Context: an optimization exercise on an open-source flow, tuned for small area and few clock cycles. The choices shown serve that exercise and are no tape-out recipe. Function was checked by simulation only, so behaviour that the tests miss may differ from the original. No activity file was given, so power comes from the tool's default toggle rates.

// softphy_rx
module softphy_rx (
    input             clk,
    input             rst,           
    input      [1:0]  cfg_coding,    
    input      [11:0] cfg_leadin,
    input      [15:0] cfg_pollbud,
    input      [31:0] cfg_rxtmo,
    input      [15:0] cfg_th_short,
    input      [15:0] cfg_th_long,
    input      [15:0] cfg_th_viol,
    input      [15:0] cfg_th_short_t,
    input      [15:0] cfg_th_long_t,
    input      [15:0] cfg_th_viol_t,
    input             start,
    output            busy,
    output reg        done,
    input             s_valid,
    output            s_ready,
    input             s_end,         
    input      [31:0] s_time,
    input             s_level,
    output reg [2:0]  rx_stat,
    output reg [9:0]  rx_count,
    output reg [14:0] rx_npulse,
    output reg [14:0] rx_synth,
    input      [3:0]  win_addr,
    output     [31:0] win_data
);
    localparam [2:0] ST_OK       = 3'd0,
                     ST_NORESP   = 3'd1,
                     ST_PREAMBLE = 3'd2,
                     ST_STOPBIT  = 3'd3,
                     ST_PROTOCOL = 3'd5;
    localparam [2:0] S_IDLE  = 3'd0,
                     S_FIRST = 3'd1,    
                     S_WAIT  = 3'd2,    
                     S_RUN   = 3'd3,    
                     S_DRAIN = 3'd4;    
    localparam integer NINS = 1;
    localparam integer ISTEP = 16 / NINS;
    reg [2:0]   state;
    reg [511:0] ring;         
    reg [3:0]   ph;
    reg         lvl;          
    reg [31:0]  t_ref;        
    reg [17:0]  t_edge;       
    reg         lead_bad;
    reg [14:0]  hp;           
    reg [3:0]   pos;          
    reg [9:0]   wp;           
    reg [2:0]   qn;           
    reg [3:0]   qv;           
    reg         a_lvl;        
    reg         cur_bit;      
    reg         last_bit;     
    function automatic lt16(input [15:0] a, input [15:0] b);
        integer k;
        reg r;
        begin
            r = 1'b0;
            for (k = 0; k < 16; k = k + 1)
                r = (~a[k] & b[k]) | (~a[k] & r) | (b[k] & r);
            lt16 = r;
        end
    endfunction
    function automatic lt32(input [31:0] a, input [31:0] b);
        integer k;
        reg r;
        begin
            r = 1'b0;
            for (k = 0; k < 32; k = k + 1)
                r = (~a[k] & b[k]) | (~a[k] & r) | (b[k] & r);
            lt32 = r;
        end
    endfunction
  ...
clock: 12.0 ns
lec_check: 0
cap_margin: 20
core_margin: 2
core_utilization: 40
slew_margin: 20
run.sh (not shown) runs the stock make flow with config.mk's settings and CLKGATE_MAP_FILE= SYNTH_SCRIPT=/design/flow/synth_recipe.tcl, a recipe that flattens the netlist after the stock synthesis.
The baseline went through all stages and came out clean.
Testbench counts at the start, summed over its fixed seeds: cycles 4,003,738.
Then changed:
==> flow/flow/run.sh (new file) <==
#!/bin/bash
# The standard layout, with small port buffers and a clock tree of small
# buffers without dummy loads. Each tool's output is kept in the ORFS logs;
# make's own output goes to flow.log.
set -euo pipefail
export BUFFER_PORTS_ARGS="-buffer_cell sky130_fd_sc_hd__buf_1"
export CTS_ARGS="-sink_clustering_enable -repair_clock_nets -dont_use_dummy_load -buf_list {sky130_fd_sc_hd__clkbuf_4 sky130_fd_sc_hd__clkbuf_8}"
bash standard.sh > flow.log 2>&1
==> flow/standard.sh (new file) <==
#!/bin/bash
# synth_recipe.tcl (not shown) runs the flow's synth.tcl, then flattens the netlist and writes it again
# the make line also repeats each setting of config.mk as NAME=value (left out here)
make -C /OpenROAD-flow-scripts/flow DESIGN_CONFIG=/design/flow/config.mk WORK_HOME=/design/flow/orfs CLKGATE_MAP_FILE= SYNTH_SCRIPT=/design/flow/synth_recipe.tcl "${@:-finish}"
removed: flow/run.sh
Via count drops by 2.0%.
Sequential share of layout area climbs by 2.9 points.
Cell count drops by 0.45%.
Die area does not change.
Setup slack gains 0.58 ns.
Critical path depth drops by 2.
Non-clock buffer count drops by 2.
Sequential power barely changes.
Then changed:
==> flow/run.sh (new file) <==
#!/bin/bash
# synth_recipe.tcl (not shown) runs the flow's synth.tcl, then flattens the netlist and writes it again
# the make line also repeats each setting of config.mk as NAME=value (left out here)
make -C /OpenROAD-flow-scripts/flow DESIGN_CONFIG=/design/flow/config.mk WORK_HOME=/design/flow/orfs CLKGATE_MAP_FILE= SYNTH_SCRIPT=/design/flow/synth_recipe.tcl finish
CTS_BUF_LIST = sky130_fd_sc_hd__clkbuf_8   (was not set)
removed: flow/flow/run.sh
removed: flow/standard.sh
After rerunning: Via count grows by a few percent. Hold slack is better by 0.042 ns. Area after synthesis stays the same. Core utilization grows by 3.3 points. Non-clock buffer count is higher by 2.


softphy_rx, a different RTL version from the one above (not shown whole).
For scale: about 280 I/O pins, roughly 30000 µm² of cells after synthesis.
export LEC_CHECK = 0
export CAP_MARGIN = 20
export CORE_MARGIN = 2
export CORE_UTILIZATION = 40
export SLEW_MARGIN = 20
create_clock -name core_clock -period 12.0 [get_ports {clk}]
standard.sh (not shown) runs the stock make flow with config.mk's settings and CLKGATE_MAP_FILE= SYNTH_SCRIPT=/design/flow/synth_recipe.tcl, a recipe that flattens the netlist after the stock synthesis.
==> flow/flow/run.sh <==
#!/bin/bash
# The standard layout, with small port buffers and a clock tree of small
# buffers without dummy loads. Each tool's output is kept in the ORFS logs;
# make's own output goes to flow.log.
set -euo pipefail
export BUFFER_PORTS_ARGS="-buffer_cell sky130_fd_sc_hd__buf_1"
export CTS_ARGS="-sink_clustering_enable -repair_clock_nets -dont_use_dummy_load -sink_clustering_size 10 -sink_clustering_max_diameter 50 -buf_list {sky130_fd_sc_hd__clkbuf_4}"
bash standard.sh > flow.log 2>&1
Testbench counts at the start, summed over its fixed seeds: cycles 4,003,742.
Change:
==> flow/flow/run.sh (replaced) <==
#!/bin/bash
# The standard layout, with three changes: synthesis maps adders and
# comparators with Yosys's own Brent-Kung carry tree instead of the
# Kogge-Stone one (the registers are unchanged), ports get small buffers,
# and the clock tree uses clkbuf_8 clusters without dummy loads.
# Each tool's output is kept in the ORFS logs; make's own output goes to
# flow.log.
set -euo pipefail
export SYNTH_OPERATIONS_ARGS="-nofsm"
export BUFFER_PORTS_ARGS="-buffer_cell sky130_fd_sc_hd__buf_1"
export CTS_ARGS="-sink_clustering_enable -repair_clock_nets -dont_use_dummy_load -sink_clustering_size 16 -sink_clustering_max_diameter 60 -buf_list {sky130_fd_sc_hd__clkbuf_8}"
bash standard.sh > flow.log 2>&1
ABC_AREA = 1   (was default)
After rerunning: Global-route usage shrinks by 0.27 points; sequential power grows by about 3%; total power grows by 22%.
Change:
==> flow/flow/run.sh (replaced) <==
#!/bin/bash
# The standard layout, with small port buffers and a clock tree of small
# buffers without dummy loads. Each tool's output is kept in the ORFS logs;
# make's own output goes to flow.log.
set -euo pipefail
export BUFFER_PORTS_ARGS="-buffer_cell sky130_fd_sc_hd__buf_1"
export CTS_ARGS="-sink_clustering_enable -repair_clock_nets -dont_use_dummy_load -sink_clustering_size 20 -sink_clustering_max_diameter 80 -buf_list {sky130_fd_sc_hd__clkbuf_8}"
bash standard.sh > flow.log 2>&1
ABC_AREA = default   (was 1)
Wire length grows by 8.1%; via count hardly moves; worst setup slack gets better by 1.3 ns; design area grows by 5.7%; final cell count shrinks by 10%.
Change:
--- a/flow/flow/run.sh
+++ b/flow/flow/run.sh
@@ -7 +7 @@
-export CTS_ARGS="-sink_clustering_enable -repair_clock_nets -dont_use_dummy_load -sink_clustering_size 20 -sink_clustering_max_diameter 80 -buf_list {sky130_fd_sc_hd__clkbuf_8}"
+export CTS_ARGS="-sink_clustering_enable -repair_clock_nets -dont_use_dummy_load -sink_clustering_size 16 -sink_clustering_max_diameter 60 -buf_list {sky130_fd_sc_hd__clkbuf_8}"
Routed wire length barely changes.
Combinational power barely changes.
Sequential power hardly moves.
Synthesized cell count is unchanged.
Via count grows by 0.62%.
Non-clock buffer count is unchanged.
Core utilization came out higher by 0.15 points.


Another version of the RTL of softphy_rx (not shown whole).
Size: about 3400 cells after synthesis, ~640 flip-flops, about 280 I/O pins, ~28000 µm² of cells after synthesis.
Design softphy_rx, start of the top module:
module softphy_rx (
    input             clk,
    input             rst,           
    input      [1:0]  cfg_coding,    
    input      [11:0] cfg_leadin,
    input      [15:0] cfg_pollbud,
    input      [31:0] cfg_rxtmo,
    input      [15:0] cfg_th_short,
    input      [15:0] cfg_th_long,
    input      [15:0] cfg_th_viol,
    input      [15:0] cfg_th_short_t,
    input      [15:0] cfg_th_long_t,
    input      [15:0] cfg_th_viol_t,
    input             start,
    output            busy,
    output reg        done,
    input             s_valid,
    output            s_ready,
    input             s_end,         
    input      [31:0] s_time,
    input             s_level,
    output reg [2:0]  rx_stat,
    output     [9:0]  rx_count,
    output reg [14:0] rx_npulse,
    output reg [14:0] rx_synth,
    input      [3:0]  win_addr,
    output     [31:0] win_data
);
Settings: LEC_CHECK=0, ABC_AREA=1, CAP_MARGIN=20, CORE_MARGIN=2, CORE_UTILIZATION=55, SLEW_MARGIN=20; clock period 12.0 ns.
==> flow/flow/run.sh <==
#!/bin/bash
# The standard layout, with three changes: synthesis maps adders and
# comparators with Yosys's own Brent-Kung carry tree instead of the
# Kogge-Stone one (the registers are unchanged), ports get small buffers,
# and the clock tree uses clkbuf_8 clusters without dummy loads.
# Each tool's output is kept in the ORFS logs; make's own output goes to
# flow.log.
set -euo pipefail
export SYNTH_OPERATIONS_ARGS="-nofsm"
export BUFFER_PORTS_ARGS="-buffer_cell sky130_fd_sc_hd__buf_1"
export CTS_ARGS="-sink_clustering_enable -repair_clock_nets -dont_use_dummy_load -sink_clustering_size 16 -sink_clustering_max_diameter 60 -buf_list {sky130_fd_sc_hd__clkbuf_8}"
bash standard.sh > flow.log 2>&1
The baseline produced a clean layout.
Testbench counts at the start, summed over its fixed seeds: cycles 4,003,742.
Then changed:
--- a/flow/config.mk
+++ b/flow/config.mk
@@ -11 +11 @@
-export CORE_UTILIZATION = 55
+export CORE_UTILIZATION = 65
Outcome: Via count grows by a few percent; hold slack barely changes; utilization goes up by 11 points; final area goes down slightly.


Another version of the RTL of softphy_rx (not shown whole).
Size: ~31000 um^2 of cells after synthesis.
clock: 12.0 ns
lec_check: 0
cap_margin: 20
core_margin: 2
core_utilization: 40
slew_margin: 20
==> flow/flow/run.sh <==
#!/bin/bash
# The standard layout, with small port buffers and a clock tree of small
# buffers without dummy loads. Each tool's output is kept in the ORFS logs;
# make's own output goes to flow.log.
set -euo pipefail
export BUFFER_PORTS_ARGS="-buffer_cell sky130_fd_sc_hd__buf_1"
export CTS_ARGS="-sink_clustering_enable -repair_clock_nets -dont_use_dummy_load -sink_clustering_size 24 -sink_clustering_max_diameter 80 -buf_list {sky130_fd_sc_hd__clkbuf_8 sky130_fd_sc_hd__clkbuf_16}"
bash standard.sh > flow.log 2>&1
Testbench counts at the start, summed over its fixed seeds: cycles 4,003,738.
Change:
--- a/flow/flow/run.sh
+++ b/flow/flow/run.sh
@@ -7 +7 @@
-export CTS_ARGS="-sink_clustering_enable -repair_clock_nets -dont_use_dummy_load -sink_clustering_size 24 -sink_clustering_max_diameter 80 -buf_list {sky130_fd_sc_hd__clkbuf_8 sky130_fd_sc_hd__clkbuf_16}"
+export CTS_ARGS="-sink_clustering_enable -repair_clock_nets -dont_use_dummy_load -sink_clustering_size 16 -sink_clustering_max_diameter 60 -buf_list {sky130_fd_sc_hd__clkbuf_8}"
Outcome:
- sequential power hardly moves
- final area came out lower by 0.57%
- setup slack gets better by 0.14 ns
- register-to-register slack improves by 0.06 ns
- global-route usage is about the same
- synthesized area is unchanged
Change:
--- a/flow/flow/run.sh
+++ b/flow/flow/run.sh
@@ -7 +7 @@
-export CTS_ARGS="-sink_clustering_enable -repair_clock_nets -dont_use_dummy_load -sink_clustering_size 16 -sink_clustering_max_diameter 60 -buf_list {sky130_fd_sc_hd__clkbuf_8}"
+export CTS_ARGS="-sink_clustering_enable -repair_clock_nets -dont_use_dummy_load -buf_list {sky130_fd_sc_hd__clkbuf_4 sky130_fd_sc_hd__clkbuf_8}"
After rerunning:
- via count is higher by 1.1%
- final cell count rises by 1.1%
- cell area is higher by 2.0%

static timing again, ports no longer ideal:
Ports are ideal in the flow. The routed layouts listed here were re-timed in OpenROAD.
Step 1 sets driving cells, clkbuf_16 on the clock port and buf_2 on the other inputs (assumed; they add their load-dependent delay and slew).
Step 2 moves the port delays by t, midway between the first and last clock arrival at a register: inputs arrive t later, outputs are due t later. That takes back most of the time a late clock gives input paths.
Three values: no drivers, after step 1, after step 2; two values: the first two.
| run | t (ns) | slack for setup (ns) | clock arrival spread, ns | worst register clock-pin slew, ns |
|---|---|---|---|---|
| the first run of note 1 | 0.657 | 1.209 / 1.241 / 0.583 | 0.056 / 0.055 | 0.07 / 0.07 |
| the second run of note 1 | 0.724 | 1.792 / 1.826 / 1.102 | 0.134 / 0.134 | 0.06 / 0.06 |
| the third run of note 1 | 0.744 | 1.339 / 1.367 / 0.623 | 0.069 / 0.068 | 0.07 / 0.07 |
| the first run of note 2 | 0.856 | 2.608 / 2.636 / 1.780 | 0.144 / 0.145 | 0.11 / 0.11 |
| the second run of note 2 | 0.725 | 1.098 / 1.136 / 0.412 | 0.133 / 0.133 | 0.10 / 0.10 |
| the third run of note 2 | 0.678 | 2.383 / 2.410 / 1.732 | 0.142 / 0.142 | 0.12 / 0.12 |
| the fourth run of note 2 | 0.705 | 2.444 / 2.472 / 1.768 | 0.109 / 0.109 | 0.11 / 0.11 |
| the first run of note 3 | 0.688 | 0.990 / 1.024 / 0.336 | 0.119 / 0.118 | 0.10 / 0.10 |
| the second run of note 3 | 0.674 | 0.862 / 0.898 / 0.224 | 0.116 / 0.116 | 0.11 / 0.11 |
| the first run of note 4 | 0.624 | 2.213 / 2.250 / 1.626 | 0.092 / 0.092 | 0.10 / 0.10 |
| the second run of note 4 | 0.698 | 2.351 / 2.390 / 1.692 | 0.140 / 0.140 | 0.10 / 0.10 |
| the third run of note 4 | 0.697 | 2.260 / 2.296 / 1.600 | 0.140 / 0.139 | 0.07 / 0.07 |
After both steps every run listed still meets setup and hold. The setup slack of the first run of note 2, which loses most, moves by +0.028 ns with the drivers and by -0.828 ns with both steps.
